Context: an optimization exercise on an open-source flow, tuned for small area, a short achievable clock period and few clock cycles per item. The choices shown serve that exercise and are no tape-out recipe.
The RTL was checked by simulation tests, not by an equivalence proof against the original design.
No activity file was given, so power comes from the tool's default toggle rates.

$ cat flow/config.mk
export PLATFORM = sky130hd
export DESIGN_NAME = phase_accumulator
export DESIGN_NICKNAME = phase_accumulator
export VERILOG_FILES = /design/flow/design.v
export SDC_FILE = /design/flow/constraint.sdc
export NUM_CORES = 4
export LEC_CHECK = 0
export CAP_MARGIN = 20
export CORE_MARGIN = 2
export CORE_UTILIZATION = 30
export PLACE_DENSITY = 0.5
export SETUP_SLACK_MARGIN = 5
export SLEW_MARGIN = 20
export SYNTH_MEMORY_MAX_BITS = 32768
$ cat flow/constraint.sdc
create_clock -name core_clock -period 12.0 [get_ports {clk}]
set_input_delay 2.4000 -clock core_clock [delete_from_list [all_inputs] [get_ports {clk}]]
set_output_delay 2.4000 -clock core_clock [all_outputs]
set_load 0.01 [all_outputs]
$ cat flow/design.v
module pa_wave_rom (
    input  wire [2:0] sel,
    input  wire [7:0] idx,
    output reg  [7:0] low,
    output reg  [2:0] d0,
    output reg  [2:0] d1,
    output reg  [1:0] dh
);
    wire       h     = idx[7];
    wire [6:0] j     = idx[6:0];
    wire       jz    = (j == 7'd0);
    wire [6:0] q_a   = (j[6] & |j[5:0]) ? (7'd64 - {1'b0, j[5:0]}) : j;
    wire [6:0] q_b   = (h & (jz | (&j))) ? 7'd64 : {1'b0, j[6] ? ~j[5:0] : j[5:0]};
    wire       q_inv = h & !jz;
    wire       q_neg = j[6] ^ h;
    wire       hump  = (idx[7:6] == 2'b00);
    wire [7:0] k     = idx - 8'd64;
    wire [6:0] h_a   = (idx[5] & |idx[4:0]) ? (7'd64 - {1'b0, idx[5:0]}) : {1'b0, idx[5:0]};
    wire [6:0] g_a   = (k > 8'd96) ? (8'd192 - k) : k;
    wire [6:0] h_b   = {2'b00, idx[5] ? ~idx[4:0] : idx[4:0]};
    wire [6:0] g_b   = (k >= 8'd96) ? (8'd191 - k) : k;
    wire       a_neg = hump ? idx[5] : (k >= 8'd96);
    reg  [2:0] tid;
    reg  [6:0] a_lo, a_dl;
    reg        inv, neg;
    always @(*) begin
        if (sel[2] & !sel[1]) begin             
            tid  = hump ? 3'd3 : 3'd4;
            a_lo = hump ? h_a : g_a;
            a_dl = hump ? h_b : g_b;
            inv  = sel[0];
            neg  = a_neg ^ sel[0];
        end else begin                          
            tid  = sel[2] ? 3'd2 : {2'b00, sel[0]};
            a_lo = q_a;
            a_dl = q_b;
            inv  = q_inv;
            neg  = q_neg;
        end
    end
    wire [7:0] t_low;
    wire [5:0] t_dlt;
    pa_wave_tabs u_tabs (.a_lo({tid, a_lo}), .a_dl({tid, a_dl}), .low(t_low), .dlt(t_dlt));
    wire [7:0] s_low = inv ? ~t_low : t_low;
    wire [5:0] s_dlt = t_dlt ^ {neg, 2'b00, neg, 2'b00};
    always @(*) begin
        dh = 2'b00;
        d1 = 3'b000;
        case (sel)
            3'd2: begin                           
                low = {8{~idx[7]}};
                d0  = (&idx[6:0]) ? {idx[7], 2'b01} : 3'b000;
                if (&idx[6:0]) dh = idx[7] ? 2'b01 : 2'b10;
            end
            3'd3: begin                           
                low = idx;
                d0  = 3'b001;
                if (&idx) dh = 2'b10;
            end
            default: begin
                low = s_low;
                d0  = s_dlt[2:0];
                d1  = s_dlt[5:3];
            end
        endcase
    end
endmodule
module pa_interp (
    input  wire [7:0]  low,
    input  wire [2:0]  d0,
    input  wire [2:0]  d1,
    input  wire [1:0]  dh,
    input  wire [15:0] frac,
    output wire [23:0] value
);
    wire [16:0] m0 = d0[1] ? {frac, 1'b0} : d0[0] ? {1'b0, frac} : 17'd0;
    wire [16:0] m1 = d1[1] ? {frac, 1'b0} : d1[0] ? {1'b0, frac} : 17'd0;
    wire [15:0] m2 = (dh[0] | dh[1]) ? frac : 16'd0;
    wire [23:0] r0 = {7'd0, m0} ^ {24{d0[2]}};
    wire [23:0] r1 = {{5'd0, m1} ^ {22{d1[2]}}, 2'b00};
    wire [23:0] r2 = {m2 ^ {16{dh[1]}}, 8'd0};
    assign value = {low, 16'd0} + r0 + r1 + r2 +
                   {15'd0, dh[1], 5'd0, d1[2], 1'b0, d0[2]};
endmodule
module pa_wave_tabs(a_lo, a_dl, low, dlt);
  input [9:0] a_lo;
  wire [9:0] a_lo;
  input [9:0] a_dl;
  wire [9:0] a_dl;
  output [7:0] low;
  wire [7:0] low;
  output [5:0] dlt;
  wire [5:0] dlt;
  wire _0_;
  wire _100_;
  wire _101_;
  wire _102_;
  wire _103_;
  wire _104_;
  wire _105_;
  wire _106_;
  wire _107_;
  wire _108_;
  wire _109_;
  wire _10_;
  wire _110_;
  wire _111_;
  wire _112_;
  wire _113_;
  wire _114_;
  wire _115_;
  wire _116_;
  wire _117_;
  wire _118_;
  wire _119_;
  wire _11_;
  wire _120_;
  wire _121_;
  wire _122_;
  wire _123_;
  wire _124_;
  wire _125_;
  wire _126_;
  wire _127_;
  wire _128_;
  wire _129_;
  wire _12_;
  wire _130_;
  wire _131_;
  wire _132_;
  wire _133_;
  wire _134_;
  wire _135_;
  wire _136_;
  wire _137_;
  wire _138_;
  wire _139_;
  wire _13_;
  wire _140_;
  wire _141_;
  wire _142_;
  wire _143_;
  wire _144_;
  wire _145_;
  wire _146_;
  wire _147_;
  wire _148_;
  wire _149_;
  wire _14_;
  wire _150_;
  wire _151_;
  wire _152_;
  wire _153_;
  wire _154_;
  wire _155_;
  wire _156_;
  wire _157_;
  wire _158_;
  wire _159_;
  wire _15_;
  wire _160_;
  wire _161_;
  wire _162_;
  wire _163_;
  wire _164_;
  wire _165_;
  wire _166_;
  wire _167_;
  wire _168_;
  wire _169_;
  wire _16_;
  wire _170_;
  wire _171_;
  wire _172_;
  wire _173_;
  wire _174_;
  wire _175_;
  wire _176_;
  wire _177_;
  wire _178_;
  wire _179_;
  wire _17_;
  wire _180_;
  wire _181_;
  wire _182_;
  wire _183_;
  wire _184_;
  wire _185_;
  wire _186_;
  wire _187_;
  wire _188_;
  wire _189_;
  wire _18_;
  wire _190_;
  wire _191_;
  wire _192_;
  wire _193_;
  wire _194_;
  wire _195_;
  wire _196_;
  wire _197_;
  wire _198_;
  wire _199_;
  wire _19_;
  wire _1_;
  wire _200_;
  wire _201_;
  wire _202_;
  wire _203_;
  wire _204_;
  wire _205_;
  wire _206_;
  wire _207_;
  wire _208_;
  wire _209_;
  wire _20_;
  wire _210_;
  wire _211_;
  wire _212_;
  wire _213_;
  wire _214_;
  wire _215_;
  wire _216_;
  wire _217_;
  wire _218_;
  wire _219_;
  wire _21_;
  wire _220_;
  wire _221_;
  wire _222_;
  wire _223_;
  wire _224_;
  wire _225_;
  wire _226_;
  wire _227_;
  wire _228_;
  wire _229_;
  wire _22_;
  wire _230_;
  wire _231_;
  wire _232_;
  wire _233_;
  wire _234_;
  wire _235_;
  wire _236_;
  wire _237_;
  wire _238_;
  wire _239_;
  wire _23_;
  wire _240_;
  wire _241_;
  wire _242_;
  wire _243_;
  wire _244_;
  wire _245_;
  wire _246_;
  wire _247_;
  wire _248_;
  wire _249_;
  wire _24_;
  wire _250_;
  wire _251_;
  wire _252_;
  wire _253_;
  wire _254_;
  wire _255_;
  wire _256_;
  wire _257_;
  wire _258_;
  wire _259_;
  wire _25_;
  wire _260_;
  wire _261_;
  wire _262_;
  wire _263_;
  wire _264_;
  wire _265_;
  wire _266_;
  wire _267_;
  wire _268_;
  wire _269_;
  wire _26_;
  wire _270_;
  wire _271_;
  wire _272_;
  wire _273_;
  wire _274_;
  wire _275_;
  wire _276_;
  wire _277_;
  wire _278_;
  wire _279_;
  wire _27_;
  wire _280_;
  wire _281_;
  wire _282_;
  wire _283_;
  wire _284_;
  wire _285_;
  wire _286_;
  wire _287_;
  wire _288_;
  wire _289_;
  wire _28_;
  wire _290_;
  wire _291_;
  wire _292_;
  wire _293_;
  wire _294_;
  wire _295_;
  wire _296_;
  wire _297_;
  wire _298_;
  wire _299_;
  wire _29_;
  wire _2_;
  wire _300_;
  wire _301_;
  wire _302_;
  wire _303_;
  wire _304_;
  wire _305_;
  wire _306_;
  wire _307_;
  wire _308_;
  wire _309_;
  wire _30_;
  wire _310_;
  wire _311_;
  wire _312_;
  wire _313_;
  wire _314_;
  wire _315_;
  wire _316_;
  wire _317_;
  wire _318_;
  wire _319_;
  wire _31_;
  wire _320_;
  wire _321_;
  wire _322_;
  wire _323_;
  wire _324_;
  wire _325_;
  wire _326_;
  wire _327_;
  wire _328_;
  wire _329_;
  wire _32_;
  wire _330_;
  wire _331_;
  wire _332_;
  wire _333_;
  wire _334_;
  wire _335_;
  wire _336_;
  wire _337_;
  wire _338_;
  wire _339_;
  wire _33_;
  wire _340_;
  wire _341_;
  wire _342_;
  wire _343_;
  wire _344_;
  wire _345_;
  wire _346_;
  wire _347_;
  wire _348_;
  wire _349_;
  wire _34_;
  wire _350_;
  wire _351_;
  wire _352_;
  wire _353_;
  wire _354_;
  wire _355_;
  wire _356_;
  wire _357_;
  wire _358_;
  wire _359_;
  wire _35_;
  wire _360_;
  wire _361_;
  wire _362_;
  wire _363_;
  wire _364_;
  wire _365_;
  wire _366_;
  wire _367_;
  wire _368_;
  wire _369_;
  wire _36_;
  wire _370_;
  wire _371_;
  wire _372_;
  wire _373_;
  wire _374_;
  wire _375_;
  wire _376_;
  wire _377_;
  wire _378_;
  wire _379_;
  wire _37_;
  wire _380_;
  wire _381_;
  wire _382_;
  wire _383_;
  wire _384_;
  wire _385_;
  wire _386_;
  wire _387_;
  wire _388_;
  wire _389_;
  wire _38_;
  wire _390_;
  wire _391_;
  wire _392_;
  wire _393_;
  wire _394_;
  wire _395_;
  wire _396_;
  wire _397_;
  wire _398_;
  wire _399_;
  wire _39_;
  wire _3_;
  wire _400_;
  wire _401_;
  wire _402_;
  wire _403_;
  wire _404_;
  wire _405_;
  wire _406_;
  wire _407_;
  wire _408_;
  wire _409_;
  wire _40_;
  wire _410_;
  wire _411_;
  wire _412_;
  wire _413_;
  wire _414_;
  wire _415_;
  wire _416_;
  wire _417_;
  wire _418_;
  wire _419_;
  wire _41_;
  wire _420_;
  wire _421_;
  wire _422_;
  wire _423_;
  wire _424_;
  wire _425_;
  wire _426_;
  wire _427_;
  wire _428_;
  wire _429_;
  wire _42_;
  wire _430_;
  wire _431_;
  wire _432_;
  wire _433_;
  wire _434_;
  wire _435_;
  wire _436_;
  wire _437_;
  wire _438_;
  wire _439_;
  wire _43_;
  wire _440_;
  wire _441_;
  wire _442_;
  wire _443_;
  wire _444_;
  wire _445_;
  wire _446_;
  wire _447_;
  wire _448_;
  wire _449_;
  wire _44_;
  wire _450_;
  wire _45_;
  wire _46_;
  wire _47_;
  wire _48_;
  wire _49_;
  wire _4_;
  wire _50_;
  wire _51_;
  wire _52_;
  wire _53_;
  wire _54_;
  wire _55_;
  wire _56_;
  wire _57_;
  wire _58_;
  wire _59_;
  wire _5_;
  wire _60_;
  wire _61_;
  wire _62_;
  wire _63_;
  wire _64_;
  wire _65_;
  wire _66_;
  wire _67_;
  wire _68_;
  wire _69_;
  wire _6_;
  wire _70_;
  wire _71_;
  wire _72_;
  wire _73_;
  wire _74_;
  wire _75_;
  wire _76_;
  wire _77_;
  wire _78_;
  wire _79_;
  wire _7_;
  wire _80_;
  wire _81_;
  wire _82_;
  wire _83_;
  wire _84_;
  wire _85_;
  wire _86_;
  wire _87_;
  wire _88_;
  wire _89_;
  wire _8_;
  wire _90_;
  wire _91_;
  wire _92_;
  wire _93_;
  wire _94_;
  wire _95_;
  wire _96_;
  wire _97_;
  wire _98_;
  wire _99_;
  wire _9_;
  assign _416_ = ~a_lo[9];
  assign _415_ = ~(a_lo[2] | a_lo[3]);
  assign _414_ = a_lo[0] | a_lo[1];
  assign _413_ = _415_ & ~(_414_);
  assign _412_ = a_lo[4] | a_lo[5];
  assign _411_ = _412_ | a_lo[6];
  assign _410_ = _413_ & ~(_411_);
  assign low[7] = _410_ | _416_;
  assign _409_ = _413_ & ~(a_lo[4]);
  assign _408_ = a_lo[5] & ~(_409_);
  assign _407_ = _408_ | a_lo[6];
  assign _406_ = ~a_lo[7];
  assign _405_ = ~a_lo[5];
  assign _404_ = ~a_lo[1];
  assign _403_ = a_lo[2] | a_lo[3];
  assign _402_ = _404_ & ~(_403_);
  assign _401_ = a_lo[4] & ~(_402_);
  assign _400_ = _405_ & ~(_401_);
  assign _399_ = ~(a_lo[2] | a_lo[1]);
  assign _398_ = a_lo[2] & a_lo[1];
  assign _397_ = _398_ | _399_;
  assign _396_ = ~((_397_ | a_lo[3]) & a_lo[4]);
  assign _395_ = _396_ & ~(a_lo[5]);
  assign _394_ = ~(_395_ | _400_);
  assign _393_ = ~((_394_ & _406_) | _407_);
  assign _392_ = _393_ & ~(a_lo[8]);
  assign _391_ = ~(a_lo[0] ^ a_lo[2]);
  assign _390_ = a_lo[3] & ~(_391_);
  assign _389_ = a_lo[3] & ~(_399_);
  assign _388_ = _389_ | _390_;
  assign _387_ = ~((_388_ & _406_) | _412_);
  assign _386_ = a_lo[4] & a_lo[5];
  assign _385_ = _386_ & ~(_402_);
  assign _384_ = _385_ | a_lo[6];
  assign _383_ = ~a_lo[8];
  assign _382_ = ~a_lo[2];
  assign _381_ = a_lo[0] & a_lo[1];
  assign _380_ = _382_ & ~(_381_);
  assign _379_ = a_lo[3] & ~(_380_);
  assign _378_ = _379_ | _412_;
  assign _377_ = ~((_378_ & a_lo[7]) | _383_);
  assign _376_ = ~((_384_ | _387_) & _377_);
  assign _375_ = ~(_376_ & _416_);
  assign low[6] = ~((_375_ | _392_) & (_407_ | low[7]));
  assign _374_ = ~a_lo[4];
  assign _373_ = _402_ | _374_;
  assign _372_ = a_lo[1] ? a_lo[2] : _391_;
  assign _371_ = _372_ | a_lo[3];
  assign _370_ = _371_ & ~(_373_);
  assign _369_ = a_lo[9] & ~(a_lo[6]);
  assign _368_ = a_lo[5] | ~(a_lo[4]);
  assign _367_ = ~(_368_ & _369_);
  assign _366_ = _367_ | _370_;
  assign _365_ = _374_ & ~(_379_);
  assign _364_ = _398_ | a_lo[3];
  assign _363_ = _364_ & _365_;
  assign _362_ = _400_ & ~(_363_);
  assign _361_ = ~(_362_ & a_lo[7]);
  assign _360_ = ~_398_;
  assign _359_ = ~(a_lo[0] & a_lo[1]);
  assign _358_ = a_lo[2] & ~(_359_);
  assign _357_ = _389_ & ~(_358_);
  assign _356_ = _371_ & ~(_357_);
  assign _355_ = _381_ | _415_;
  assign _354_ = _356_ & ~(_355_);
  assign _353_ = _360_ & ~(_354_);
  assign _352_ = _390_ | a_lo[5];
  assign _351_ = ~a_lo[3];
  assign _350_ = _399_ | _351_;
  assign _349_ = a_lo[5] & ~(a_lo[4]);
  assign _348_ = ~_349_;
  assign _347_ = _350_ & ~(_348_);
  assign _346_ = ~(a_lo[7] | a_lo[6]);
  assign _345_ = ~(_346_ & _368_);
  assign _344_ = _373_ & ~(_345_);
  assign _343_ = _344_ & ~(_347_);
  assign _342_ = ~((_352_ | _353_) & _343_);
  assign _341_ = ~((_342_ & _361_) | _383_);
  assign _340_ = _415_ & ~(_381_);
  assign _339_ = _340_ & ~(a_lo[4]);
  assign _338_ = ~((_339_ | _405_) & (_365_ | _394_));
  assign _337_ = _413_ & ~(_349_);
  assign _336_ = _374_ & ~(_413_);
  assign _335_ = _336_ | _406_;
  assign _334_ = ~(a_lo[8] | a_lo[6]);
  assign _333_ = ~((_335_ | _337_) & _334_);
  assign _332_ = ~((_338_ & _406_) | _333_);
  assign _331_ = _332_ | a_lo[9];
  assign low[5] = ~((_331_ | _341_) & (_366_ | _409_));
  assign _330_ = ~_346_;
  assign _329_ = _358_ | a_lo[3];
  assign _328_ = ~((_329_ | _399_) & a_lo[4]);
  assign _327_ = _328_ & ~(_405_);
  assign _326_ = ~((_353_ | a_lo[4]) & _327_);
  assign _325_ = a_lo[1] & a_lo[3];
  assign _324_ = a_lo[0] | ~(a_lo[2]);
  assign _323_ = ~(_324_ & _325_);
  assign _322_ = ~(a_lo[0] | a_lo[1]);
  assign _321_ = _381_ | _322_;
  assign _320_ = ~((_321_ | a_lo[3]) & _323_);
  assign _319_ = ~(a_lo[0] & a_lo[3]);
  assign _318_ = _382_ & ~(_319_);
  assign _317_ = _318_ | ~(_336_);
  assign _316_ = ~((_317_ | _320_) & (_340_ | _374_));
  assign _315_ = ~(_316_ & _405_);
  assign _314_ = ~((_315_ & _326_) | _330_);
  assign _313_ = a_lo[2] ? _404_ : _381_;
  assign _312_ = _313_ & ~(_351_);
  assign _311_ = _312_ | a_lo[4];
  assign _310_ = _351_ & ~(_313_);
  assign _309_ = ~(_310_ | _311_);
  assign _308_ = _309_ | ~(_395_);
  assign _307_ = ~((_308_ & a_lo[7]) | _383_);
  assign _306_ = _307_ & ~(_314_);
  assign _305_ = _391_ | _351_;
  assign _304_ = _305_ & ~(_389_);
  assign _303_ = ~(a_lo[2] & a_lo[3]);
  assign _302_ = ~(_349_ & _303_);
  assign _301_ = _364_ | _374_;
  assign _300_ = ~_303_;
  assign _299_ = ~((_300_ & a_lo[4]) | a_lo[5]);
  assign _298_ = ~(_299_ & _301_);
  assign _297_ = ~((_298_ | _363_) & (_340_ | _302_));
  assign _296_ = a_lo[7] & ~(a_lo[6]);
  assign _295_ = ~_296_;
  assign _294_ = ~((_412_ & _413_) | _295_);
  assign _293_ = ~((_294_ & _304_) | (_297_ & _346_));
  assign _292_ = ~((_293_ | a_lo[8]) & _416_);
  assign _291_ = ~((_347_ | _370_) & _408_);
  assign _290_ = ~a_lo[6];
  assign _289_ = _409_ | a_lo[5];
  assign _288_ = ~((_289_ | a_lo[3]) & _290_);
  assign _287_ = _291_ & ~(_288_);
  assign _286_ = _402_ & ~(_412_);
  assign _285_ = _286_ | _290_;
  assign _284_ = ~(_285_ & a_lo[9]);
  assign low[4] = ~((_284_ | _287_) & (_292_ | _306_));
  assign _283_ = ~a_lo[0];
  assign _282_ = a_lo[0] & a_lo[2];
  assign _281_ = a_lo[1] & ~(_282_);
  assign _280_ = ~((_281_ & a_lo[3]) | (_303_ & _283_));
  assign _279_ = _280_ & ~(_404_);
  assign _278_ = _374_ & ~(_322_);
  assign _277_ = _278_ & ~(_279_);
  assign _276_ = ~(_277_ | _365_);
  assign _275_ = _380_ | ~(_414_);
  assign _274_ = ~(_275_ | _329_);
  assign _273_ = a_lo[2] & ~(_381_);
  assign _272_ = _273_ | _274_;
  assign _271_ = a_lo[5] & ~(_401_);
  assign _270_ = ~((_272_ | _276_) & _271_);
  assign _269_ = a_lo[1] & ~(a_lo[2]);
  assign _268_ = a_lo[3] & ~(a_lo[0]);
  assign _267_ = _303_ & ~(_268_);
  assign _266_ = ~((_267_ | _269_) & a_lo[4]);
  assign _265_ = ~((_266_ | _310_) & _405_);
  assign _264_ = ~((_265_ | _309_) & _406_);
  assign _263_ = _270_ & ~(_264_);
  assign _262_ = ~((_412_ | _403_) & a_lo[7]);
  assign _261_ = _262_ | ~(_372_);
  assign _260_ = ~(_261_ & _334_);
  assign _259_ = _391_ | a_lo[1];
  assign _258_ = ~(a_lo[0] | a_lo[2]);
  assign _257_ = _404_ ? a_lo[0] : _258_;
  assign _256_ = _257_ | ~(_259_);
  assign _255_ = _256_ | _282_;
  assign _254_ = _255_ & ~(_399_);
  assign _253_ = _276_ | ~(_254_);
  assign _252_ = a_lo[1] | a_lo[3];
  assign _251_ = _252_ & ~(_388_);
  assign _250_ = a_lo[4] & ~(_251_);
  assign _249_ = _405_ & ~(_250_);
  assign _248_ = ~((_249_ & _253_) | _406_);
  assign _247_ = _397_ | _351_;
  assign _246_ = _283_ & ~(_402_);
  assign _245_ = _247_ ? _246_ : a_lo[0];
  assign _244_ = ~(_245_ | _412_);
  assign _243_ = a_lo[2] & ~(a_lo[0]);
  assign _242_ = _243_ ^ _404_;
  assign _241_ = _242_ & ~(a_lo[3]);
  assign _240_ = _374_ & ~(_325_);
  assign _239_ = _240_ & ~(_241_);
  assign _238_ = _252_ & ~(_243_);
  assign _237_ = _238_ & ~(_379_);
  assign _236_ = a_lo[4] & ~(_237_);
  assign _235_ = ~((_236_ | _239_) & a_lo[5]);
  assign _234_ = _301_ | ~(_321_);
  assign _233_ = ~((_234_ | a_lo[5]) & _346_);
  assign _232_ = _233_ | ~(_235_);
  assign _231_ = ~((_232_ | _244_) & a_lo[8]);
  assign _230_ = ~((_231_ | _248_) & (_260_ | _263_));
  assign _229_ = a_lo[5] & ~(_379_);
  assign _228_ = _229_ & _370_;
  assign _227_ = ~((_289_ | a_lo[2]) & (_348_ | _356_));
  assign _226_ = ~((_227_ | _228_) & _290_);
  assign _225_ = a_lo[5] | ~(a_lo[6]);
  assign _224_ = ~(_225_ | _402_);
  assign _223_ = ~((_224_ & _365_) | _416_);
  assign low[3] = ~((_223_ & _226_) | (_230_ & _416_));
  assign _222_ = _402_ | ~(_321_);
  assign _221_ = ~(_222_ & _294_);
  assign _220_ = ~(a_lo[4] & a_lo[3]);
  assign _219_ = a_lo[3] & ~(_256_);
  assign _218_ = _219_ | a_lo[5];
  assign _217_ = ~((_218_ & _412_) | (_254_ & _220_));
  assign _216_ = ~((_320_ & _349_) | _330_);
  assign _215_ = ~((_217_ | _327_) & _216_);
  assign _214_ = ~((_215_ & _221_) | a_lo[8]);
  assign _213_ = a_lo[0] & ~(_364_);
  assign _212_ = _213_ | _266_;
  assign _211_ = ~((_277_ | _365_) & (_321_ | _300_));
  assign _210_ = ~((_211_ & _212_) | a_lo[5]);
  assign _209_ = _391_ & ~(a_lo[3]);
  assign _208_ = _209_ & ~(_399_);
  assign _207_ = _268_ | a_lo[4];
  assign _206_ = _209_ | _322_;
  assign _205_ = _206_ | _312_;
  assign _204_ = ~((_205_ | _374_) & (_207_ | _208_));
  assign _203_ = _274_ | _374_;
  assign _202_ = _281_ | _351_;
  assign _201_ = ~((_202_ & _336_) | a_lo[5]);
  assign _200_ = ~((_201_ & _203_) | (_204_ & a_lo[5]));
  assign _199_ = ~((_200_ & _346_) | _383_);
  assign _198_ = ~((_210_ | _406_) & _199_);
  assign _197_ = ~(_198_ & _416_);
  assign _196_ = a_lo[9] & ~(_285_);
  assign _195_ = _312_ | _373_;
  assign _194_ = ~((_372_ & _351_) | _195_);
  assign _193_ = _358_ | a_lo[4];
  assign _192_ = ~((_193_ | _320_) & a_lo[5]);
  assign _191_ = ~((_192_ | _194_) & (_289_ | a_lo[1]));
  assign _190_ = ~((_191_ & _369_) | (_196_ & _362_));
  assign low[2] = ~((_197_ | _214_) & _190_);
  assign _189_ = ~(a_lo[0] | a_lo[3]);
  assign _188_ = a_lo[4] & ~(_189_);
  assign _187_ = ~(_256_ | _282_);
  assign _186_ = ~((_187_ & _351_) | (_388_ & _360_));
  assign _185_ = _323_ & ~(_207_);
  assign _184_ = ~((_185_ & _371_) | (_186_ & _188_));
  assign _183_ = _243_ | _374_;
  assign _182_ = _183_ & _195_;
  assign _181_ = ~(_189_ | _258_);
  assign _180_ = ~((_240_ & _181_) | _406_);
  assign _179_ = ~((_182_ | _354_) & _180_);
  assign _178_ = ~((_184_ | _330_) & _179_);
  assign _177_ = ~((_255_ | a_lo[3]) & (_304_ | _398_));
  assign _176_ = ~((_177_ & _283_) | (_324_ & _404_));
  assign _175_ = ~((_176_ | _318_) & a_lo[4]);
  assign _174_ = ~(a_lo[4] | a_lo[3]);
  assign _173_ = ~(_346_ & a_lo[5]);
  assign _172_ = ~((_174_ & _259_) | _173_);
  assign _171_ = ~((_172_ & _175_) | (_178_ & _405_));
  assign _170_ = _267_ & ~(_320_);
  assign _169_ = ~(_170_ | _183_);
  assign _168_ = ~((_169_ | _277_) & _405_);
  assign _167_ = _246_ & _247_;
  assign _166_ = _269_ | _258_;
  assign _165_ = _166_ | _329_;
  assign _164_ = _350_ & ~(_374_);
  assign _163_ = ~((_164_ & _165_) | _405_);
  assign _162_ = ~((_167_ | _317_) & _163_);
  assign _161_ = ~((_162_ & _168_) | a_lo[7]);
  assign _160_ = a_lo[0] | ~(a_lo[7]);
  assign _159_ = ~((_160_ | _286_) & _334_);
  assign _158_ = ~((_159_ | _161_) & (_171_ | _383_));
  assign _157_ = ~((_234_ & _396_) | _219_);
  assign _156_ = _243_ & ~(_404_);
  assign _155_ = ~((_156_ | _267_) & (_364_ | _283_));
  assign _154_ = ~((_155_ | a_lo[4]) & a_lo[5]);
  assign _153_ = _325_ & _282_;
  assign _152_ = ~((_153_ | _283_) & (_246_ | a_lo[4]));
  assign _151_ = ~((_152_ | a_lo[5]) & (_154_ | _157_));
  assign _150_ = ~(_151_ & _290_);
  assign _149_ = _251_ | _311_;
  assign _148_ = _328_ & ~(_225_);
  assign _147_ = ~((_148_ & _149_) | _416_);
  assign low[1] = ~((_147_ & _150_) | (_158_ & _416_));
  assign _146_ = _255_ | a_lo[3];
  assign _145_ = _153_ | _374_;
  assign _144_ = ~((_242_ & a_lo[3]) | _145_);
  assign _143_ = a_lo[3] & ~(_321_);
  assign _142_ = ~((_143_ | a_lo[4]) & a_lo[5]);
  assign _141_ = ~((_144_ & _146_) | _142_);
  assign _140_ = _205_ & ~(_143_);
  assign _139_ = _280_ & ~(_412_);
  assign _138_ = _346_ & ~(_139_);
  assign _137_ = ~((_140_ | _368_) & _138_);
  assign _136_ = _137_ | _141_;
  assign _135_ = ~(_279_ | _302_);
  assign _134_ = ~((_135_ | _385_) & _324_);
  assign _133_ = _300_ & ~(_281_);
  assign _132_ = _257_ | _412_;
  assign _131_ = _268_ | _368_;
  assign _130_ = ~((_131_ | _166_) & (_132_ | _133_));
  assign _129_ = _130_ | ~(_134_);
  assign _128_ = ~(_188_ & _403_);
  assign _127_ = _128_ | _143_;
  assign _126_ = _350_ & ~(_156_);
  assign _125_ = _126_ | _207_;
  assign _124_ = _125_ & ~(a_lo[5]);
  assign _123_ = _124_ & _127_;
  assign _122_ = ~((_123_ | _406_) & (_129_ | _330_));
  assign _121_ = _383_ & ~(_410_);
  assign _120_ = ~((_121_ & _136_) | (_122_ & a_lo[8]));
  assign _119_ = _276_ | ~(_155_);
  assign _118_ = a_lo[9] & ~(_225_);
  assign _117_ = _118_ & ~(_236_);
  assign _116_ = _386_ & ~(_390_);
  assign _115_ = ~(_116_ & _146_);
  assign _114_ = ~_273_;
  assign _113_ = _351_ ? _114_ : _242_;
  assign _112_ = ~((_414_ & _415_) | _145_);
  assign _111_ = _336_ | a_lo[5];
  assign _110_ = ~((_111_ | _112_) & _369_);
  assign _109_ = ~((_113_ & _349_) | _110_);
  assign _108_ = ~((_109_ & _115_) | (_117_ & _119_));
  assign low[0] = ~((_120_ | a_lo[9]) & _108_);
  assign _107_ = ~(a_dl[7] | a_dl[6]);
  assign _106_ = ~a_dl[4];
  assign _105_ = ~(a_dl[2] | a_dl[0]);
  assign _104_ = ~(a_dl[2] ^ a_dl[0]);
  assign _103_ = ~((_104_ | a_dl[1]) & a_dl[3]);
  assign _102_ = ~((_103_ | _105_) & _106_);
  assign _101_ = ~((_102_ | a_dl[5]) & _107_);
  assign _100_ = ~(a_dl[2] | a_dl[1]);
  assign _99_ = a_dl[3] & ~(_100_);
  assign _98_ = ~a_dl[1];
  assign _97_ = a_dl[0] | ~(a_dl[2]);
  assign _96_ = ~((_97_ | _98_) & _106_);
  assign _95_ = ~((_96_ | _99_) & a_dl[7]);
  assign _94_ = a_dl[8] & ~(a_dl[9]);
  assign _93_ = ~(_94_ & _95_);
  assign dlt[4] = _101_ & ~(_93_);
  assign _92_ = a_dl[9] & ~(a_dl[6]);
  assign _91_ = ~_92_;
  assign _90_ = ~(a_dl[1] | a_dl[3]);
  assign _89_ = a_dl[2] | a_dl[0];
  assign _88_ = _89_ | a_dl[5];
  assign _87_ = _90_ & ~(_88_);
  assign _86_ = _87_ & ~(_91_);
  assign _85_ = ~_86_;
  assign _84_ = a_dl[2] & a_dl[0];
  assign _83_ = ~((_84_ & a_dl[1]) | a_dl[3]);
  assign _82_ = _83_ & a_dl[2];
  assign _81_ = ~(a_dl[2] | a_dl[3]);
  assign _80_ = a_dl[4] & ~(_81_);
  assign _79_ = _80_ & ~(_82_);
  assign _78_ = ~a_dl[3];
  assign _77_ = a_dl[2] | ~(a_dl[0]);
  assign _76_ = ~((_97_ | _98_) & _77_);
  assign _75_ = ~((_76_ | _100_) & _78_);
  assign _74_ = ~(_75_ | _96_);
  assign _73_ = _74_ | _79_;
  assign _72_ = _73_ | _101_;
  assign _71_ = a_dl[0] & ~(a_dl[2]);
  assign _70_ = _71_ | ~(_99_);
  assign _69_ = a_dl[4] & ~(_70_);
  assign _68_ = ~((_69_ | _95_) & a_dl[8]);
  assign _67_ = _72_ & ~(_68_);
  assign _66_ = _67_ | a_dl[9];
  assign _65_ = a_dl[3] & ~(_71_);
  assign _64_ = a_dl[2] & ~(a_dl[0]);
  assign _63_ = ~((_64_ & a_dl[1]) | _71_);
  assign _62_ = _98_ ? _84_ : _64_;
  assign _61_ = ~((_62_ | _90_) & _63_);
  assign _60_ = ~((_61_ & _65_) | a_dl[4]);
  assign _59_ = a_dl[5] & ~(_60_);
  assign _58_ = _90_ & ~(_77_);
  assign _57_ = _59_ & ~(_58_);
  assign _56_ = _57_ | ~(_107_);
  assign _55_ = ~a_dl[7];
  assign _54_ = _78_ & ~(_63_);
  assign _53_ = _54_ | _102_;
  assign _52_ = a_dl[4] & ~(_105_);
  assign _51_ = ~((_65_ | _83_) & _52_);
  assign _50_ = _51_ & ~(a_dl[5]);
  assign _49_ = ~((_50_ & _53_) | a_dl[6]);
  assign _48_ = ~((_49_ & _87_) | _55_);
  assign _47_ = _48_ | a_dl[8];
  assign _46_ = a_dl[6] | a_dl[9];
  assign _45_ = _46_ | _47_;
  assign _44_ = _56_ & ~(_45_);
  assign dlt[3] = ~((_44_ | _66_) & _85_);
  assign _43_ = ~a_dl[9];
  assign _42_ = ~(a_dl[1] & a_dl[3]);
  assign _41_ = _105_ & ~(_42_);
  assign _40_ = ~(a_dl[4] | a_dl[5]);
  assign _39_ = ~((_40_ & _41_) | _56_);
  assign _38_ = ~((_39_ | _47_) & _43_);
  assign _37_ = ~((_70_ & _80_) | _95_);
  assign _36_ = _50_ & _53_;
  assign _35_ = _36_ | a_dl[6];
  assign _34_ = ~a_dl[5];
  assign _33_ = _74_ | _34_;
  assign _32_ = ~_84_;
  assign _31_ = ~((_42_ | _32_) & _79_);
  assign _30_ = _31_ & ~(_33_);
  assign _29_ = ~((_30_ | _35_) & _55_);
  assign _28_ = _29_ & ~(_37_);
  assign _27_ = a_dl[8] & ~(_28_);
  assign _26_ = _92_ & ~(_87_);
  assign _25_ = _71_ & ~(_42_);
  assign _24_ = ~(_41_ | _54_);
  assign _23_ = ~((_24_ | _106_) & (_25_ | _96_));
  assign _22_ = ~(a_dl[6] & a_dl[9]);
  assign _21_ = _22_ | ~(_23_);
  assign _20_ = _21_ & ~(_26_);
  assign dlt[2] = ~((_27_ | _38_) & _20_);
  assign _19_ = a_dl[3] & ~(_25_);
  assign _18_ = _84_ ? a_dl[1] : _89_;
  assign _17_ = a_dl[0] & ~(_81_);
  assign _16_ = ~((_17_ | _98_) & (_18_ | a_dl[3]));
  assign _15_ = a_dl[0] & ~(_16_);
  assign _14_ = _19_ | ~(_15_);
  assign _13_ = ~((_90_ & _64_) | (_104_ & _106_));
  assign _12_ = ~(_13_ & a_dl[5]);
  assign _11_ = _14_ & ~(_12_);
  assign _10_ = _64_ | _98_;
  assign _9_ = a_dl[0] & ~(a_dl[3]);
  assign _8_ = a_dl[4] & ~(a_dl[5]);
  assign _7_ = ~((_9_ | _10_) & _8_);
  assign _6_ = ~(_7_ | _82_);
  assign _5_ = ~((_6_ & _16_) | _87_);
  assign _4_ = _5_ & ~(_11_);
  assign _3_ = ~_4_;
  assign _2_ = _65_ & ~(_62_);
  assign _1_ = ~((_18_ & _63_) | a_dl[3]);
  assign _0_ = _1_ | _106_;
  assign _450_ = _99_ & ~(_102_);
  assign _449_ = _34_ & ~(_450_);
  assign _448_ = ~((_0_ | _2_) & _449_);
  assign _447_ = ~(_42_ | _84_);
  assign _446_ = _106_ & ~(_105_);
  assign _445_ = ~(_446_ & _61_);
  assign _444_ = ~((_445_ | _447_) & (_6_ | _40_));
  assign _443_ = _105_ | ~(_99_);
  assign _442_ = _443_ & _79_;
  assign _441_ = ~((_442_ | _33_) & _107_);
  assign _440_ = _441_ | _36_;
  assign _439_ = _444_ & ~(_440_);
  assign _438_ = _15_ | ~(_80_);
  assign _437_ = ~((_62_ | _99_) & _106_);
  assign _436_ = _437_ & ~(_55_);
  assign _435_ = ~(_436_ & _438_);
  assign _434_ = ~((_435_ | _37_) & a_dl[8]);
  assign _433_ = ~((_434_ | _439_) & (_448_ | _47_));
  assign dlt[1] = ~((_433_ | _38_) & (_3_ | _91_));
  assign _432_ = _98_ & ~(_104_);
  assign _431_ = _432_ ^ _78_;
  assign _430_ = _431_ | _106_;
  assign _429_ = _430_ & _59_;
  assign _428_ = _448_ & ~(_429_);
  assign _427_ = _19_ | a_dl[4];
  assign _426_ = _75_ & ~(_427_);
  assign _425_ = ~((_32_ | _98_) & _52_);
  assign _424_ = ~((_443_ & _79_) | _425_);
  assign _423_ = ~((_424_ | _426_) & a_dl[5]);
  assign _422_ = ~((_423_ & _444_) | a_dl[6]);
  assign _421_ = _435_ & _94_;
  assign _420_ = ~((_422_ | a_dl[7]) & _421_);
  assign _419_ = ~((_4_ | _91_) & _21_);
  assign _418_ = _420_ & ~(_419_);
  assign dlt[0] = ~((_428_ | _45_) & _418_);
  assign _417_ = ~(_94_ & a_dl[5]);
  assign dlt[5] = ~((_417_ | _72_) & _85_);
endmodule
module pa_fconv #(
    parameter integer KP = 2,           
    parameter integer KF = 6            
) (
    input  wire        clk,
    input  wire        rst,
    input  wire        start,      
    input  wire        is_period,  
    input  wire        is_set,     
    input  wire [31:0] arg,        
    output wire        last,       
    output reg         fin,        
    output reg         fin_set,    
    output wire [23:0] result      
);
    localparam integer KM = (KF > KP) ? KF : KP;
    localparam integer NQ = 24 + KM - 1;          
    localparam [46:0] B = 47'd72057594037927;
    reg          it;         
    reg          per;        
    reg  [4:0]   cyc;        
    reg          sp;         
    reg          sp_max;     
    reg  [23:0]  den;        
    reg  [23:0]  rem;
    reg [NQ-1:0] nq;         
    wire        f_sign = arg[31];
    wire [7:0]  f_exp  = arg[30:23];
    wire [23:0] f_m    = {1'b1, arg[22:0]};
    wire        f_nan  = (&f_exp) && (|arg[22:0]);
    reg         s_sp, s_max;
    reg  [4:0]  s_cyc;
    reg  [2:0]  s_pad;
    reg  [23:0] keep;        
    integer j, n;
    always @(*) begin
        s_cyc = 5'd0;
        s_pad = 3'd0;
        if (!is_period) begin
            s_sp  = f_nan | f_sign | (f_exp >= 8'd136) | (f_exp <= 8'd111);
            s_max = !f_nan & !f_sign & (f_exp >= 8'd136);
            for (n = 0; n < 24; n = n + 1)
                if (f_exp[4:0] == ((112 + n) % 32)) begin
                    s_cyc = n / KF + 1;
                    s_pad = (KF - 1) - (n % KF);
                end
            for (j = 0; j < 24; j = j + 1)
                keep[j] = (f_exp >= 135 - j);
        end else begin
            s_sp  = f_nan | f_sign | (f_exp >= 8'd142) | (f_exp <= 8'd117);
            s_max = !f_nan & (f_sign | (f_exp <= 8'd117));
            for (n = 0; n < 24; n = n + 1)
                if (f_exp[4:0] == ((141 - n) % 32)) begin
                    s_cyc = n / KP + 1;
                    s_pad = (KP - 1) - (n % KP);
                end
            for (j = 0; j < 24; j = j + 1)
                keep[j] = (f_exp <= 118 + j);
        end
    end
    wire [46:0] x_f = {17'd0, f_m[23:18], f_m[17:0], 6'd0};    
    wire [46:0] x_p = B;
    wire [46:0] x   = (is_period ? x_p : x_f) & {23'h7fffff, keep};
    wire [46:0] x_s = x >> s_pad;
    wire [NQ+22:0] x_q = {x, {(KM-1){1'b0}}} >> s_pad;
    assign last = it & (cyc == 5'd1);
    localparam integer KP2 = KP / 2;
    wire [25:0]   d1 = {2'b00, den};
    wire [25:0]   d2 = {1'b0, den, 1'b0};
    reg  [23:0]   pr [0:KP2];
    reg [NQ-1:0]  pq [0:KP2];
    reg  [25:0]   py;
    reg  [26:0]   p1, p2, p3;
    integer i;
    always @(*) begin
        pr[0] = rem;
        pq[0] = nq;
        for (i = 0; i < KP2; i = i + 1) begin
            py = {pr[i], pq[i][NQ-1:NQ-2]};
            p1 = {1'b0, py} - {1'b0, d1};
            p2 = {1'b0, py} - {1'b0, d2};
            p3 = {1'b0, py} - {1'b0, d1} - {1'b0, d2};
            if (!p3[26])      begin pr[i+1] = p3[23:0]; pq[i+1] = {pq[i][NQ-3:0], 2'd3}; end
            else if (!p2[26]) begin pr[i+1] = p2[23:0]; pq[i+1] = {pq[i][NQ-3:0], 2'd2}; end
            else if (!p1[26]) begin pr[i+1] = p1[23:0]; pq[i+1] = {pq[i][NQ-3:0], 2'd1}; end
            else              begin pr[i+1] = py[23:0]; pq[i+1] = {pq[i][NQ-3:0], 2'd0}; end
        end
    end
    localparam integer KF2 = KF / 2;
    reg  [6:0]    fr [0:KF2];
    reg [NQ-1:0]  fq [0:KF2];
    reg  [8:0]    fy;
    integer f;
    always @(*) begin
        fr[0] = rem[6:0];
        fq[0] = nq;
        for (f = 0; f < KF2; f = f + 1) begin
            fy = {fr[f], fq[f][NQ-1:NQ-2]};
            if (fy >= 9'd375)      begin fr[f+1] = fy - 9'd375; fq[f+1] = {fq[f][NQ-3:0], 2'd3}; end
            else if (fy >= 9'd250) begin fr[f+1] = fy - 9'd250; fq[f+1] = {fq[f][NQ-3:0], 2'd2}; end
            else if (fy >= 9'd125) begin fr[f+1] = fy - 9'd125; fq[f+1] = {fq[f][NQ-3:0], 2'd1}; end
            else                   begin fr[f+1] = fy[6:0];     fq[f+1] = {fq[f][NQ-3:0], 2'd0}; end
        end
    end
    always @(posedge clk) begin
        if (rst) begin
            it  <= 1'b0;
            fin <= 1'b0;
        end else begin
            fin <= 1'b0;
            if (start) begin
                sp      <= s_sp;
                sp_max  <= s_max;
                fin_set <= is_set;
                per     <= is_period;
                cyc     <= s_sp ? 5'd1 : s_cyc;
                it      <= 1'b1;
                den     <= f_m;
                rem     <= x_s[46:24];
                nq      <= x_q[NQ-1:0];
            end else if (it) begin
                rem <= per ? pr[KP2] : {17'd0, fr[KF2]};
                nq  <= per ? pq[KP2] : fq[KF2];
                cyc <= cyc - 5'd1;
                if (cyc == 5'd1) begin
                    it  <= 1'b0;
                    fin <= 1'b1;
                end
            end
        end
    end
    wire [23:0] q = nq[23:0];
    assign result = sp ? (sp_max ? 24'h800000 : 24'd1) :
                    (q[23] & |q[22:0]) ? 24'h800000 :
                    (q == 24'd0) ? 24'd1 : q;
endmodule
module phase_accumulator #(
    parameter integer CONV_KP = 2,    
    parameter integer CONV_KF = 6     
) (
    input  wire        clk,
    input  wire        rst,           
    input  wire        tick_valid,
    output wire        tick_ready,
    input  wire        cmd_valid,
    output wire        cmd_ready,
    input  wire [7:0]  cmd_op,
    input  wire [31:0] cmd_arg,
    output reg         rsp_valid,
    output reg         rsp_err,
    output reg  [31:0] rsp_data
);
    localparam [3:0] K_ZERO  = 4'd0;
    localparam [3:0] K_VALUE = 4'd1;
    localparam [3:0] K_CNT   = 4'd2;
    localparam [3:0] K_INC   = 4'd3;
    localparam [3:0] K_HALF  = 4'd4;
    localparam [3:0] K_ERR   = 4'd5;
    localparam [3:0] K_MINF  = 4'd8;    
    localparam [3:0] K_MAXF  = 4'd9;
    localparam [3:0] K_MINP  = 4'd10;
    localparam [3:0] K_MAXP  = 4'd11;
    reg [23:0] cnt;
    reg [23:0] inc;
    reg [2:0]  sel;
    reg        crdy;
    reg        trdy;
    assign cmd_ready  = crdy;
    assign tick_ready = trdy;
    wire cfire = cmd_valid & crdy;
    wire tfire = tick_valid & trdy;
    reg       d_set_inc, d_set_cnt, d_tick, d_rst_ph, d_set_wave, d_conv;
    reg [3:0] d_kind;
    always @(*) begin
        d_set_inc = 1'b0; d_set_cnt = 1'b0; d_tick = 1'b0; d_rst_ph = 1'b0;
        d_set_wave = 1'b0; d_conv = 1'b0;
        d_kind = K_ZERO;
        case (cmd_op)
            8'h01: d_set_inc  = 1'b1;
            8'h02: d_kind     = K_INC;
            8'h03: d_set_cnt  = 1'b1;
            8'h04: d_kind     = K_CNT;
            8'h05: d_tick     = 1'b1;
            8'h06: d_rst_ph   = 1'b1;
            8'h07: d_kind     = K_HALF;
            8'h10: d_kind     = K_VALUE;
            8'h11: d_set_wave = 1'b1;
            8'h20, 8'h21, 8'h22, 8'h23: d_conv = 1'b1;
            8'h24: d_kind     = K_MINF;
            8'h25: d_kind     = K_MAXF;
            8'h26: d_kind     = K_MINP;
            8'h27: d_kind     = K_MAXP;
            default: d_kind   = K_ERR;
        endcase
    end
    wire        cv_last, cv_fin, cv_fin_set;
    wire [23:0] cv_result;
    pa_fconv #(.KP(CONV_KP), .KF(CONV_KF)) u_fconv (
        .clk       (clk),
        .rst       (rst),
        .start     (cfire & d_conv),
        .is_period (cmd_op[0]),
        .is_set    (cmd_op[1]),
        .arg       (cmd_arg),
        .last      (cv_last),
        .fin       (cv_fin),
        .fin_set   (cv_fin_set),
        .result    (cv_result)
    );
    wire        cv_wr   = cv_fin & cv_fin_set;
    wire [23:0] inc_eff = cv_wr ? cv_result : inc;
    wire [23:0] sum1 = cnt + inc_eff;
    wire [23:0] sum2 = cnt + {inc_eff[22:0], 1'b0};
    wire        c_tick = cfire & d_tick;
    always @(posedge clk) begin
        if (rst) begin
            cnt  <= 24'd0;
            inc  <= 24'd0;
            sel  <= 3'd0;
            crdy <= 1'b1;
            trdy <= 1'b1;
        end else begin
            if (cfire & d_set_cnt)
                cnt <= cmd_arg[23:0];
            else if (cfire & d_rst_ph)
                cnt <= 24'd0;
            else if (tfire & c_tick)
                cnt <= sum2;
            else if (tfire | c_tick)
                cnt <= sum1;
            if (cfire & d_set_inc)
                inc <= cmd_arg[23:0];
            else if (cv_wr)
                inc <= cv_result;
            if (cfire & d_set_wave)
                sel <= (cmd_arg <= 32'd6) ? cmd_arg[2:0] : 3'd0;
            if (cfire & d_conv) begin
                crdy <= 1'b0;
                trdy <= !cmd_op[1];
            end else if (cv_last) begin
                crdy <= 1'b1;
                trdy <= 1'b1;
            end
        end
    end
    reg        r0_v;
    reg [3:0]  r0_k;
    reg        p1_v;
    reg        p1_val;
    reg        p1_err;
    reg [31:0] p1_d;
    wire [7:0]  w_low;
    wire [2:0]  w_d0, w_d1;
    wire [1:0]  w_dh;
    pa_wave_rom u_rom (.sel(sel), .idx(cnt[23:16]), .low(w_low),
                       .d0(w_d0), .d1(w_d1), .dh(w_dh));
    reg [31:0] rd;
    always @(*) begin
        case (r0_k)
            K_VALUE: rd = {w_low, w_d0, w_d1, w_dh, cnt[15:0]};
            K_CNT:   rd = {8'd0, cnt};
            K_INC:   rd = {8'd0, inc};
            K_HALF:  rd = {31'd0, (cnt > 24'h800000)};
            K_MINF:  rd = 32'h387A0000;
            K_MAXF:  rd = 32'h43FA0000;
            K_MINP:  rd = 32'h3B03126F;
            K_MAXP:  rd = 32'h4683126F;
            default: rd = 32'd0;
        endcase
    end
    wire [23:0] value;
    pa_interp u_interp (.low(p1_d[31:24]), .d0(p1_d[23:21]), .d1(p1_d[20:18]),
                        .dh(p1_d[17:16]), .frac(p1_d[15:0]), .value(value));
    always @(posedge clk) begin
        if (rst) begin
            r0_v      <= 1'b0;
            p1_v      <= 1'b0;
            rsp_valid <= 1'b0;
        end else begin
            r0_v      <= cfire & !d_conv;
            p1_v      <= r0_v;
            rsp_valid <= p1_v | cv_fin;
        end
        r0_k   <= d_kind;
        p1_val <= (r0_k == K_VALUE);
        p1_err <= (r0_k == K_ERR);
        p1_d   <= rd;
        if (cv_fin) begin
            rsp_err  <= 1'b0;
            rsp_data <= cv_fin_set ? 32'd0 : {8'd0, cv_result};
        end else begin
            rsp_err  <= p1_err;
            rsp_data <= p1_val ? {8'd0, value} : p1_d;
        end
    end
endmodule
$ cat flow/flow/run.sh
#!/bin/bash
set -euo pipefail
bash standard.sh SETUP_SLACK_MARGIN=7 finish > standard_flow.log 2>&1
$ cat flow/standard.sh
#!/bin/bash
# synth_recipe.tcl (not shown) runs the flow's synth.tcl, then flattens the netlist and writes it again
# the make line also repeats each setting of config.mk as NAME=value (left out here)
make -C /OpenROAD-flow-scripts/flow DESIGN_CONFIG=/design/flow/config.mk WORK_HOME=/design/flow/orfs CLKGATE_MAP_FILE= SYNTH_SCRIPT=/design/flow/synth_recipe.tcl "${@:-finish}"
==> out/metrics.csv, run 1 <==
metric,value,unit
Max-slew headroom,27.67,%
worst-path cell chain,"buf_4, ha_1, a221oi_2, nor4_2, a211oi_2, buf_4, xnor2_4, ha_2, a21oi_2, o311a_1, a21oi_2, nand4_1, buf_4, a21o_1, o221a_1, o21ai_2, nand4_1, o211a_1, or4_1, a21boi_2, xor2_1, a211o_1",
Setup TNS Final,0,ps
sw frac,33.67,%
leakage,0.01149,uW
sequential fraction of design power,35.9,%
Post-Syn Area per Cell,7.646,um2
TritonCTS clock tree,done,
number of buffers added on ports,79,
global-route wire length before repair,139000,um
final setup fails,0,
Area contributors post-synth,"dfxtp_1, edfxtp_1, ha_1",
Synth Instances,3111,
Tightest Pin Transition,1082,ps
Synth top cells by count,"nand2_1, nor2_1, a21oi_1",
RSZ-0062 raised after global routing,true,
Worst Path Max Fanout,6,
fmax,0.1847,GHz
worst skew pair latency,610,ps
total core area,0.07874,mm2
startpoint class of the critical path,flip-flop,
#FFs+latches synth,214,
Die Width,285.6,um
Starting Density,30.21,%
post-synth net total,3385,
Sw Pwr,735.6,uW
Worst Setup End Kind,flip-flop,
IO Count,80,
vias in the first global route,22820,
ys flop type,dfxtp_1,
Final #Nets,3498,
max-slew violations,0,
cell seen most often among critical-path stages,buf_4,
critical path class,reg -> reg,
outcome,timing/DRC/antenna clean,
GR Util All Layers,21.46,%
H-Tree Level Count,1,
CTS Hold Buffers Added,0,
Hold Crit Class,reg -> reg,
worst vdd ir,0.00009421,V
Internal Power,1449,uW
Hold WS,442.0,ps
post-route ant nets,0,
drt first pass iters,6,
Area Overhead vs Synth,20.93,%
most frequent cell after synthesis,nand2_1,
maxcap violations,0,
DRT iter0 DRCs,2520,
post-synthesis sequential area ratio,21.59,%
CP peak stage delay,550,ps
Clk Tree Root Cell,clkbuf_16,
Yosys top cell area share,10.86,%
drt total wl,91790,um
Synth area leader,dfxtp_1,
clock share of power,39.4,%
combinational fraction of design power,24.7,%
synthesized cell area,0.02379,mm2
clk_skew,37.51,ps
CTS Buffer Depth,3,
Residual DRC,0,
pin count of the biggest net entering global routing,61,
Ys Warns,7,
post-synthesis cell type count,95,
RePlAce Congestion,0.8969,
total number of vias,24480,
"Async S/R FF share, synth",0,%
Die Area,0.08156,mm2
clock-pin slew on the worst setup and hold paths,60,ps
share of the clock period used by the worst path,45.12,%
total congestion overflow,0,
Avg WL per Cell,21.35,um
CP max stage cell,or4_1,
"Hold Vio Cnt, Final",0,
fin crit period,5414,ps
Post-synth EDFFs,85,
Worst EP required,12360,ps
vias per cell,5.694,
TritonCTS Buffers,29,
HPWL after DPL,66150,um
Worst EP arrival,5770,ps
pwr/cell area,75.95,mW/mm2
share of cells above drive strength 1,14.88,%
Site Rows,103,
initial antenna violation count,4,
Die Y,285.6,um
Clock Sinks,214,
==> sequential cells by signal, indices dropped and copies added, names as in the netlist, 3 cells and up <==
| name | count |
|---|---|
| u_fconv.den | 23 |
| r0_k | 4 |
| u_fconv.rem | 24 |
| u_fconv.cyc | 5 |
| p1_d | 32 |
| rsp_data | 32 |
| inc | 24 |
| sel | 3 |
| u_fconv.nq | 29 |
| cnt | 24 |
==> repair_timing <==
item,4_1_cts,5_1_grt
resized for setup,106,132
endpoints found under the setup margin,147,134
setup buffers,59,66
pin swaps,40,65
gates cloned,6,3
==> per-layer routing <==
layer / global-route usage, % / part of all wire, % / vias up
met5: 0 / 0 / -
met3: 2.344 / 6.2 / 131
li1: - / - / 11730
met1: 30.87 / 46 / 11790
met4: 5.039 / 2.2 / 0
met2: 34.25 / 45 / 829
==> cell families after synthesis <==
logic type / synth area share [%]
AO/OA/AOI/OAI: 28.43
AND/OR/NAND/NOR: 19.36
buffers and inverters: 4.771
adder cells (fa/ha/maj): 12.95
flip-flops: 21.59
XOR/XNOR: 7.417
multiplexers: 5.492
==> layout by cell type, fill, tap and decap left out, types with 32 or more instances in the layout <==
cell type,instances
nand2_1,302
nor2_1,292
a21oi_1,240
o21ai_0,225
ha_1,186
buf_4,168
xnor2_1,129
dfxtp_1,122
mux2i_1,108
inv_1,98
edfxtp_1,85
nor3_1,82
clkdlybuf4s50_1,73
xor2_1,56
nand3_1,56
a21o_1,55
a211oi_1,53
a22oi_1,45
o211ai_1,40
a31oi_1,38
nand2b_1,34
a21oi_2,33
clkbuf_16,32
==> power groups by stage <==
stage                     Combinational [uW]  Clock [uW]  Sequential [uW]
after global routing                     586         905              786
final                                    539         861              785
after global placement                   509           0              800
after detailed placement                 502           0              800
after floorplan                          349           0              790
after CTS                                514         879              784
==> area by class of cell <==
class / instances / area [um2]
Fill cell: 8218 / 49980
Sequential cell: 214 / 5156
Timing Repair Buffer: 264 / 2346
Antenna cell: 3 / 7.507
Clock buffer: 33 / 740.7
Tap cell: 1050 / 1314
Timing Repair inverter: 1 / 5.005
Clock inverter: 20 / 175.2
Inverter: 112 / 442.9
Multi-Input combinational cell: 2602 / 18580
==> final timing paths <==
kind | cells after the start | startpoint | end | slack, ps
setup / recovery | 22 | u_fconv.nq[27]$_DFFE_PP_ | u_fconv.rem[5]$_DFFE_PP_ | 6590
hold reg to reg | 1 | r0_v$_SDFF_PP0_ | p1_v$_SDFF_PP0_ | 440
hold / removal | 1 | r0_v$_SDFF_PP0_ | p1_v$_SDFF_PP0_ | 440
setup reg to reg | 22 | u_fconv.nq[27]$_DFFE_PP_ | u_fconv.rem[5]$_DFFE_PP_ | 6590
==> worst max-delay path: cells and delay by family (launching register included) <==
| family | cells | cell delay, ps |
|---|---|---|
| buffers and inverters | 3 | 580 |
| and+or+nand+nor | 4 | 1030 |
| adders and majority gates | 2 | 480 |
| xor gates and xnor gates | 2 | 270 |
| AOI/OAI and AO/OA | 11 | 2330 |
| DFF | 1 | 470 |
==> per-stage QoR <==
stage	instance area (um2)	total power (uW)	setup slack (ps)	cells	utilization, %
floorplan	24030	1139	6784	3111	-
global placement	25810	1308	5948	4109	32.78
detailed placement	25810	1302	5828	4109	32.78
CTS	27680	2177	6657	4227	35.16
global route	28760	2276	6333	4296	36.52
finish	28770	2185	6586	4299	36.53
Testbench counts, summed over its fixed seeds: cycles 35,512, cmds 24,000.
==> run 2, diff against run 1 <==
==> flow/flow/run.sh (replaced) <==
#!/bin/bash
set -euo pipefail
bash standard.sh SETUP_SLACK_MARGIN=6 finish > standard_flow.log 2>&1
==> out/metrics.csv, run 2 <==
metric,value,unit,change
largest family of logic cells by synthesized area,compound AO/OA/AOI/OAI gates,,
Die Area,0.08156,mm2,unchanged
post-synth net total,3385,,unchanged
Setup TNS Final,0,ps,unchanged
Area Overhead vs Synth,13.82,%,
maxcap violations,0,,unchanged
RePlAce Congestion,0.9143,,+1.9%
"Async S/R FF share, synth",0,%,unchanged
TritonCTS clock tree,done,,
CTS Buffer Depth,3,,unchanged
Die Y,285.6,um,unchanged
"Buf+Inv Stages, Crit Path",4,,+1
DRT iter0 DRCs,2327,,-7.7%
Worst EP arrival,6060,ps,+290 ps
"commonest non-fill, non-tap cell in the layout",nand2_1,,
IO Count,80,,unchanged
Post-Syn Area per Cell,7.646,um2,unchanged
worst skew pair latency,630,ps,+20 ps
post-synthesis mux area share,5.492,%,unchanged
outcome,timing/DRC/antenna clean,,
total congestion overflow,0,,unchanged
complex-gate fraction of the synthesized area,28.43,%,unchanged
clk_skew,68.17,ps,+30.66 ps
initial antenna violation count,2,,-2
drt first pass iters,6,,unchanged
Synth top cells by count,"nand2_1, nor2_1, a21oi_1",,
synthesized cell area,0.02379,mm2,unchanged
Max-slew headroom,21.36,%,-6.3 points
#FFs+latches synth,214,,unchanged
Clock Sinks,214,,unchanged
total core area,0.07874,mm2,unchanged
H-Tree Level Count,1,,unchanged
number of buffers added on ports,79,,unchanged
total number of vias,23880,,-2.4%
simple-gate share of the synthesized area,19.36,%,unchanged
most frequent cell after synthesis,nand2_1,,
drt total wl,89370,um,-2.6%
critical path class,reg -> reg,,
fill cell count,8385,,+2.0%
Clk Tree Root Cell,clkbuf_16,,
post-route ant nets,0,,unchanged
ys flop type,dfxtp_1,,
Synth area leader,dfxtp_1,,
CP max stage cell,or4_1,,
HPWL after DPL,66400,um,+0.38%
fin util,34.38,%,-2.1 points
adder-cell share of the synthesized area,12.95,%,unchanged
clock-pin slew on the worst setup and hold paths,70,ps,about the same
Starting Density,30.21,%,unchanged
GR Util All Layers,21.07,%,-0.40 points
Synth Instances,3111,,unchanged
Seq. cell area,0.005135,mm2,-0.41%
Residual DRC,0,,unchanged
worst-path cell chain,"buf_4, ha_1, a22oi_2, a211oi_2, a211oi_2, buf_4, xnor2_4, inv_2, ha_1, a21boi_0, or3_1, o221ai_4, nand3_1, and2_2, inv_1, ha_1, o211a_1, nor3_1, a21o_1, or4_1, a21boi_1, xor2_1, a211o_1",,
TritonCTS Buffers,30,,+3.4%
"Hold Vio Cnt, Final",0,,unchanged
Final #Nets,3396,,-2.9%
Area contributors post-synth,"dfxtp_1, edfxtp_1, ha_1",,
fmax,0.1741,GHz,-5.8%
pin count of the biggest net entering global routing,60,,-1.6%
Worst Path Max Fanout,10,,+4
vias per cell,5.690,,about the same
area of the multi-input gates,0.01775,mm2,-4.5%
vias in the first global route,22610,,-0.91%
post-synthesis cell type count,95,,unchanged
global-route wire length before repair,137100,um,-1.3%
Die Width,285.6,um,unchanged
XOR/XNOR share of the synthesized area,7.417,%,unchanged
fin crit period,5745,ps,+330.8 ps
Regs by FF count,"p1_d (32), rsp_data (32), u_fconv.nq (29)",,
Site Rows,103,,unchanged
CP top delay family,compound AO/OA/AOI/OAI gates,,
Hold Crit Class,reg -> reg,,
worst vdd ir,0.0001225,V,+30%
Worst Setup End Kind,flip-flop,,
RSZ-0062 raised after global routing,false,,
pwr/cell area,82.05,mW/mm2,+8.0%
final setup fails,0,,unchanged
Yosys top cell area share,10.86,%,unchanged
Ys Warns,7,,unchanged
Worst EP required,12320,ps,-40 ps
most frequent cells in the layout,"nand2_1, nor2_1, a21oi_1",,
Tightest Pin Transition,1169,ps,+86.47 ps
max-slew violations,0,,unchanged
CP peak stage delay,520,ps,-30 ps
share of the clock period used by the worst path,47.88,%,+2.8 points
leakage,0.01084,uW,-5.7%
Avg WL per Cell,21.29,um,-0.27%
post-synthesis sequential area ratio,21.59,%,unchanged
cell seen most often among critical-path stages,ha_1,,
"reg-to-reg slack, setup",6250,ps,-330 ps
share of cells above drive strength 1,7.788,%,-7.1 points
Post-synth EDFFs,85,,unchanged
startpoint class of the critical path,flip-flop,,
-- run 2: timing repair --
action / CTS / global route
resized for setup: 4 / 41
gates cloned: 0 / 1
buffers inserted: 15 / 16
setup endpoints to repair: 27 / 38
hold buffers: 0 / 0
pin swaps: 1 / 8
hold endpoints to repair: 0 / 0
-- run 2: cell families after synthesis --
| logic type | count (synthesis) |
|---|---|
| fa+ha+maj | 230 |
| mux | 128 |
| buf+inv | 296 |
| flops | 214 |
| xor+xnor | 198 |
| compound gates | 1054 |
| simple gates | 991 |
-- run 2: cell type report --
cell class | instances | share of cell area, %
diodes | 1 | 0.009243
clock inverters | 16 | 0.6516
repair buffers | 163 | 5.301
multi-input cells | 2601 | 65.55
flip-flops and latches | 214 | 18.97
inverters | 112 | 1.567
well taps | 1050 | 4.852
clock buffers | 40 | 3.101
-- run 2: worst register-to-register path: stages, from the launching register on --
cell and delay [ps]:
edfxtp_1 410, buf_4 210, ha_1 280, a22oi_2 280
a211oi_2 150, a211oi_2 230, buf_4 180, xnor2_4 150
inv_2 120, ha_1 220, a21boi_0 150, or3_1 500
o221ai_4 290, nand3_1 130, and2_2 270, inv_1 70
ha_1 180, o211a_1 180, nor3_1 60, a21o_1 280
or4_1 520, a21boi_1 180, xor2_1 110, a211o_1 310
-- run 2: path summary, 6_finish.rpt --
path                                  from                  endpoint  cells past startpoint
setup / recovery  u_fconv.nq[27]$_DFFE_PP_  u_fconv.rem[5]$_DFFE_PP_                     23
hold / removal             r0_v$_SDFF_PP0_           p1_v$_SDFF_PP0_                      1
setup reg to reg  u_fconv.nq[27]$_DFFE_PP_  u_fconv.rem[5]$_DFFE_PP_                     23
hold reg to reg            r0_v$_SDFF_PP0_           p1_v$_SDFF_PP0_                      1
-- run 2: where the power goes --
part	internal, uW	leakage [uW]	switching [uW]
Clock	538	0.000484	385
Sequential	765	0.00182	19.4
Combinational	186	0.00854	329
-- run 2: layer usage --
metal	part of all wire, %	wire length (um)	track usage (%)
met3	5.5	4940	2.297
met4	2.4	2186	4.751
met5	0	0	0
met2	45	40360	34.13
met1	47	41880	29.96
-- run 2: per-stage QoR --
step                      hold slack [ps]  cell area (um2)  instances  total power, uW  setup WS [ps]
final                               454.4            27070       4197             2221           6255
after detailed placement            451.1            25610       4107             1297           5050
after CTS                           460.5            26760       4178             2232           5971
after floorplan                     411.4            23790       3111             1138           6108
after global placement              434.7            25610       4107             1303           5182
after global routing                463.8            27070       4196             2318           5983
==> run 3, diff against run 2 <==
==> flow/run.sh (new file) <==
#!/bin/bash
# synth_recipe.tcl (not shown) runs the flow's synth.tcl, then flattens the netlist and writes it again
# the make line also repeats each setting of config.mk as NAME=value (left out here)
make -C /OpenROAD-flow-scripts/flow DESIGN_CONFIG=/design/flow/config.mk WORK_HOME=/design/flow/orfs CLKGATE_MAP_FILE= SYNTH_SCRIPT=/design/flow/synth_recipe.tcl finish
removed: flow/flow/run.sh
removed: flow/standard.sh
==> out/metrics.csv, run 3 <==
metric,value,unit,change
outcome,timing/DRC/antenna clean,,
synthesized cell area,0.02379,mm2,unchanged
worst vdd ir,0.0001191,V,-2.8%
Synth area leader,dfxtp_1,,
Place WS,5376,ps,+325.5 ps
Synth Instances,3111,,unchanged
post-CTS sizing,0,,-4
HPWL after DPL,66480,um,+0.13%
ys flop type,dfxtp_1,,
maxcap violations,0,,unchanged
"commonest non-fill, non-tap cell in the layout",nand2_1,,
Area Overhead vs Synth,12.05,%,
final setup fails,0,,unchanged
post-synthesis sequential area ratio,21.59,%,unchanged
drt total wl,88500,um,-0.98%
Worst EP arrival,6690,ps,+630 ps
Yosys top cell area share,10.86,%,unchanged
pwr/cell area,81.88,mW/mm2,-0.21%
Area contributors post-synth,"dfxtp_1, edfxtp_1, ha_1",,
"Async S/R FF share, synth",0,%,unchanged
fmax,0.1571,GHz,-9.8%
global-route wire length before repair,135100,um,-1.5%
"Buf+Inv Stages, Crit Path",3,,-1
Tightest Pin Transition,1015,ps,-154.2 ps
leakage,0.01067,uW,-1.6%
Hold WS,464.6,ps,+10.23 ps
Regs by FF count,"p1_d (32), rsp_data (32), u_fconv.nq (29)",,
Hold Crit Class,reg -> reg,,
Worst Setup End Kind,flip-flop,,
post-synthesis cell type count,95,,unchanged
Max-slew headroom,32.22,%,+11 points
Worst Path Max Fanout,43,,+33
Clk Tree Root Cell,clkbuf_16,,
TritonCTS clock tree,done,,
fin worst setup slack,5633,ps,-622.0 ps
number of buffers added on ports,79,,unchanged
"Hold Vio Cnt, Final",0,,unchanged
clk_skew,50.81,ps,-17.36 ps
Clock Sinks,214,,unchanged
cell seen most often among critical-path stages,a21oi_1,,
drt first pass iters,6,,unchanged
IO Count,80,,unchanged
Site Rows,103,,unchanged
most frequent cells in the layout,"nand2_1, nor2_1, a21oi_1",,
CP peak stage delay,580,ps,+60 ps
Post-Syn Area per Cell,7.646,um2,unchanged
CP top delay family,compound AO/OA/AOI/OAI gates,,
DRT iter0 DRCs,2235,,-4.0%
vias in the first global route,22120,,-2.2%
Synth top cells by count,"nand2_1, nor2_1, a21oi_1",,
Ys Warns,7,,unchanged
share of the clock period used by the worst path,53.06,%,+5.2 points
startpoint class of the critical path,flip-flop,,
CP max stage cell,edfxtp_1,,
worst skew pair latency,620,ps,about the same
Die Width,285.6,um,unchanged
post-route ant nets,0,,unchanged
total number of vias,23730,,-0.62%
total power draw,2182,uW,-1.8%
clock-pin slew on the worst setup and hold paths,60,ps,about the same
vias per cell,5.693,,about the same
post-synth net total,3385,,unchanged
Residual DRC,0,,unchanged
H-Tree Level Count,1,,unchanged
CTS Buffer Depth,3,,unchanged
Seq. cell area,0.005135,mm2,unchanged
Worst EP required,12330,ps,about the same
fill cell count,8453,,+0.81%
Final #Nets,3368,,-0.82%
Setup TNS Final,0,ps,unchanged
TritonCTS Buffers,30,,unchanged
Die Y,285.6,um,unchanged
GR Util All Layers,20.84,%,-0.23 points
CTS Hold Buffers Added,0,,unchanged
initial antenna violation count,2,,unchanged
total core area,0.07874,mm2,unchanged
Avg WL per Cell,21.23,um,-0.32%
area of the multi-input gates,0.01758,mm2,-0.95%
share of cells above drive strength 1,5.965,%,-1.8 points
post-CTS setup buffers,0,,-15
Starting Density,30.21,%,unchanged
Post-synth EDFFs,85,,unchanged
fin crit period,6367,ps,+622.0 ps
most frequent cell after synthesis,nand2_1,,
max-slew violations,0,,unchanged
RSZ-0062 raised after global routing,false,,
Die Area,0.08156,mm2,unchanged
total congestion overflow,0,,unchanged
RePlAce Congestion,0.8995,,-1.6%
critical path class,reg -> reg,,
#FFs+latches synth,214,,unchanged
pin count of the biggest net entering global routing,61,,+1.7%
[run 3: cell counts after synthesis]
Identical to the previous run, type by type.
[run 3: kinds of logic after synthesis]
group           synth area share [%]
compound gates                 28.43
xor+xnor                       7.417
fa+ha+maj                      12.95
buf+inv                        4.771
flops                          21.59
mux                            5.492
simple gates                   19.36
[run 3: routing by layer]
| layer | GRT usage [%] | routed length, um |
|---|---|---|
| met3 | 2.592 | 5517 |
| met4 | 5.340 | 2653 |
| met5 | 0 | 0 |
| met1 | 29.90 | 41500 |
| met2 | 32.88 | 38830 |
[run 3: power by group]
part / switching (uW) / total, uW / internal (uW)
logic: 329 / 513 / 184
clock network: 374 / 884 / 510
registers: 20.5 / 785 / 765
total: 724 / 2180 / 1460
[run 3: cell type report]
cell class	instances	share of cell area [%]
clock inverter	17	0.5445
tap	1050	4.929
inverter	112	1.577
timing repair buffer	135	4.605
multi-input combinational	2601	65.96
clock buffer	39	3.112
antenna	1	0.009389
sequential	214	19.27
[run 3: worst paths after layout]
path | cells past startpoint | to | slack, ps | start
setup / recovery | 25 | u_fconv.rem[4]$_DFFE_PP_ | 5630 | u_fconv.nq[27]$_DFFE_PP_
hold / removal | 1 | p1_v$_SDFF_PP0_ | 460 | r0_v$_SDFF_PP0_
setup reg to reg | 25 | u_fconv.rem[4]$_DFFE_PP_ | 5630 | u_fconv.nq[27]$_DFFE_PP_
hold reg to reg | 1 | p1_v$_SDFF_PP0_ | 460 | r0_v$_SDFF_PP0_
[run 3: per-stage QoR]
step	cell area [um2]	utilization, %	cells
after floorplan	23790	-	3111
after global placement	25630	32.55	4110
after detailed placement	25630	32.55	4110
after CTS	26610	33.79	4166
after global routing	26650	33.85	4168
final	26650	33.85	4169
